Background: an optimization exercise with open tools, aiming at small area. Do not read the settings as production practice. In this exercise RTL edits were held to simulation tests only and were not proved equivalent to the original. No activity file was given, so power comes from the tool's default toggle rates.

## v6
==> flow/design.v (excerpt) <==
module bisecur_codec (
    input  wire         clk,
    input  wire         rst,
    input  wire [31:0]  te_short,
    input  wire [31:0]  te_delta,
    input  wire         op_valid,
    input  wire [7:0]   op_code,
    input  wire         op_level,
    input  wire [31:0]  op_dur,
    input  wire         op_en,
    input  wire         op_src,
    input  wire         op_key_valid,
    input  wire         op_rep_valid,
    input  wire [15:0]  op_bit_count,
    input  wire [31:0]  op_repeat,
    input  wire [175:0] op_key,
    output reg          rsp_valid,
    output reg  [2:0]   rsp_status,
    output reg          rsp_sym_valid,
    output reg          rsp_sym_level,
    output reg  [31:0]  rsp_sym_dur,
    output reg          pkt_ready,
    output wire         rx_full,
    output wire [175:0] pkt_key,
    output wire [7:0]   pkt_calc,
    output wire         pkt_known,
    output wire         pkt_ok,
    output wire         pkt_valid
);
    localparam [2:0] S_RST  = 3'd0;
    localparam [2:0] S_PAS  = 3'd1;
    localparam [2:0] S_PHVL = 3'd2;
    localparam [2:0] S_PAL  = 3'd3;
    localparam [2:0] S_FD0  = 3'd4;    
    localparam [2:0] S_FD1  = 3'd5;    
    localparam [2:0] S_CPL  = 3'd6;
    function [32:0] add32;
        input [31:0] a, b;
        input        ci;
        integer k;
        reg c, c0, c1;
        reg [15:0] s0, s1;
        begin
            c = ci;
            for (k = 0; k < 16; k = k + 1) begin
                add32[k] = a[k] ^ b[k] ^ c;
                c = (a[k] & b[k]) | (a[k] & c) | (b[k] & c);
            end
            c0 = 1'b0;
            c1 = 1'b1;
            for (k = 16; k < 32; k = k + 1) begin
                s0[k-16] = a[k] ^ b[k] ^ c0;
                c0 = (a[k] & b[k]) | (a[k] & c0) | (b[k] & c0);
                s1[k-16] = a[k] ^ b[k] ^ c1;
                c1 = (a[k] & b[k]) | (a[k] & c1) | (b[k] & c1);
            end
            add32[31:16] = c ? s1 : s0;
            add32[32] = c ? c1 : c0;
        end
    endfunction
    function [31:0] add3;
        input [31:0] a, b, d;
        reg [31:0] ps, pc;
        reg [32:0] r;
        begin
            ps = a ^ b ^ d;
            pc = (a & b) | (a & d) | (b & d);
  ...
Size: about 560 I/O pins, ~36000 um^2 of cells after synthesis.
Settings: LEC_CHECK=0, CAP_MARGIN=20, CORE_MARGIN=2, CORE_UTILIZATION=40, SLEW_MARGIN=20; clock period 14.0 ns.
run.sh (not shown) runs the stock make flow with config.mk's settings and CLKGATE_MAP_FILE= SYNTH_SCRIPT=/design/flow/synth_recipe.tcl, a recipe that flattens the netlist after the stock synthesis.
For v8, these inputs were changed with respect to v6:
--- a/flow/design.v
+++ b/flow/design.v
@@ -61,34 +61,22 @@
     function [31:0] add3;
         input [31:0] a, b, d;
         reg [31:0] ps, pc;
         reg [32:0] r;
         begin
             ps = a ^ b ^ d;
             pc = (a & b) | (a & d) | (b & d);
             r = add32(ps, {pc[30:0], 1'b0}, 1'b0);
             add3 = r[31:0];
         end
     endfunction
-    function [31:0] dec32;
-        input [31:0] a;
-        integer k;
-        reg b;
-        begin
-            b = 1'b1;
-            for (k = 0; k < 32; k = k + 1) begin
-                dec32[k] = a[k] ^ b;
-                b = b & ~a[k];
-            end
-        end
-    endfunction
     function lt32;
         input [31:0] a, b;
         integer k;
         reg c;
         begin
             c = 1'b0;
             for (k = 0; k < 32; k = k + 1)
                 c = (~a[k] & b[k]) | ((~a[k] | b[k]) & c);
             lt32 = c;
         end
     endfunction
@@ -718,44 +706,43 @@
         S_FD0:  dnext = k_short ? S_FD1 : S_RST;
         S_FD1:  if (!k_any || op_level == md_lvl) dnext = S_RST;
                 else begin
                     d_app = 1'b1;
                     if (d175) dnext = cb_en ? S_CPL : S_RST;
                     else dnext = k_short ? S_FD0 : S_FD1;
                 end
         default: ;
         endcase
     end
     wire ld_ok   = (op_bit_count == 16'd176) & op_key_valid;
-    wire d_shift = (dstate == S_FD1) & (op_level != md_lvl);
     wire parse_go = op_src | (dstate == S_CPL);
     wire p_ld   = ~rst & op_valid & op_parse & parse_go;
     wire p_ldk  = p_ld & op_src;
     wire p_ldd  = p_ld & ~op_src;
     wire p_hold = ~rst & ~p_ld;
     always @(posedge clk)
         pbuf <= ({176{p_ldk}} & op_key) | ({176{p_ldd}} & dbuf) | ({176{p_hold}} & pbuf);
     always @(posedge clk) begin
         rsp_sym_dur   <= x_nom;
         rsp_sym_level <= e_level;
         rsp_sym_valid <= e_run;
         rsp_status    <= !op_legal                      ? 3'd4 :
                          (op_parse & ~parse_go)         ? 3'd3 :
                          (op_ser & ~p_valid)            ? 3'd3 :
                          (op_load & (op_bit_count != 16'd176)) ? 3'd1 :
                          (op_load & ~op_key_valid)      ? 3'd2 : 3'd0;
         if (op_valid && op_feed) begin
             if (dstate == S_PAL) dcnt <= 8'd0;
-            else if (d_shift) dcnt <= dcnt + 8'd1;
+            else if (d_app) dcnt <= dcnt + 8'd1;
             md_lvl <= op_level;
-            if (d_shift) dbuf <= {dbuf[174:0], md_lvl};
+            if (d_app) dbuf <= {dbuf[174:0], md_lvl};
         end
         if (op_valid && op_load && ld_ok) begin
             eb   <= {op_key[0], op_key[1], op_key[2], op_key[3], op_key[4], op_key[5], op_key[6], op_key[7],
                      op_key[8], op_key[9], op_key[10], op_key[11], op_key[12], op_key[13], op_key[14], op_key[15],
                      op_key[16], op_key[17], op_key[18], op_key[19], op_key[20], op_key[21], op_key[22], op_key[23],
                      op_key[24], op_key[25], op_key[26], op_key[27], op_key[28], op_key[29], op_key[30], op_key[31],
                      op_key[32], op_key[33], op_key[34], op_key[35], op_key[36], op_key[37], op_key[38], op_key[39],
                      op_key[40], op_key[41], op_key[42], op_key[43], op_key[44], op_key[45], op_key[46], op_key[47],
                      op_key[48], op_key[49], op_key[50], op_key[51], op_key[52], op_key[53], op_key[54], op_key[55],
                      op_key[56], op_key[57], op_key[58], op_key[59], op_key[60], op_key[61], op_key[62], op_key[63],
                      op_key[64], op_key[65], op_key[66], op_key[67], op_key[68], op_key[69], op_key[70], op_key[71],
Results
In v8 the horizontal die dimension turned out 0.92% higher than in v6. v6 → v8: part of the cycle the worst path needs +0.27 points; met1 layer wirelength in the final routing +about 2.4%; register-to-register slack -70 ps; portion of total power attributed to sequential cells -0.4 points. On clock network power, v8 tracks v6 almost exactly. Going from v6 to v8, aggregate routed wire length rose 2.3%; final net count rose 4.9%; maximum frequency saw little to no change. Final critical-path required period in v8 is 38 ps above v6. v8 vs v6, launching element of the worst setup path: te_delta[0] vs op_code[6]. v8 ends up with higher core utilization than v6 does. Average cell area after synthesis, v6 and v8: higher on v6. v8 vs. v6: worst hold slack went down by 19 ps. Internal portion of total power delta (v8 − v6): unfavourable.

re-timing with driven ports:
The flow's constraints put no driver on any port. The routed layouts listed below were extracted and timed again, unchanged, in two steps.
Step 1 (the two cells are an assumption about what drives the block):
set clk [get_ports {clk}]
set_driving_cell -lib_cell sky130_fd_sc_hd__clkbuf_16 $clk
set_driving_cell -lib_cell sky130_fd_sc_hd__buf_2 [delete_from_list [all_inputs] $clk]
Step 2 also shifts input and output timing later by t, the mid clock arrival at the registers, as if the neighbouring blocks saw the same clock.
a / b / c = ideal ports / drivers / drivers and shift; a / b = the first two.
| run | t, ns | setup WS [ns] | hold slack, ns | worst setup path at the end | worst slew at a driven data input, ns |
|---|---|---|---|---|---|
| v6 | 0.693 | 0.569 / 0.571 / -0.122 | 0.443 / 0.443 / 0.443 | input to register | 0.16 |
| v8 | 0.696 | 0.531 / 0.549 / -0.147 | 0.424 / 0.424 / 0.424 | input to register | 0.16 |
Met with ideal ports but missed after step 2: setup timing in v6 and v8. For v6, which loses most, drivers alone change the setup slack by +0.002 ns; drivers and shift together by -0.691 ns.
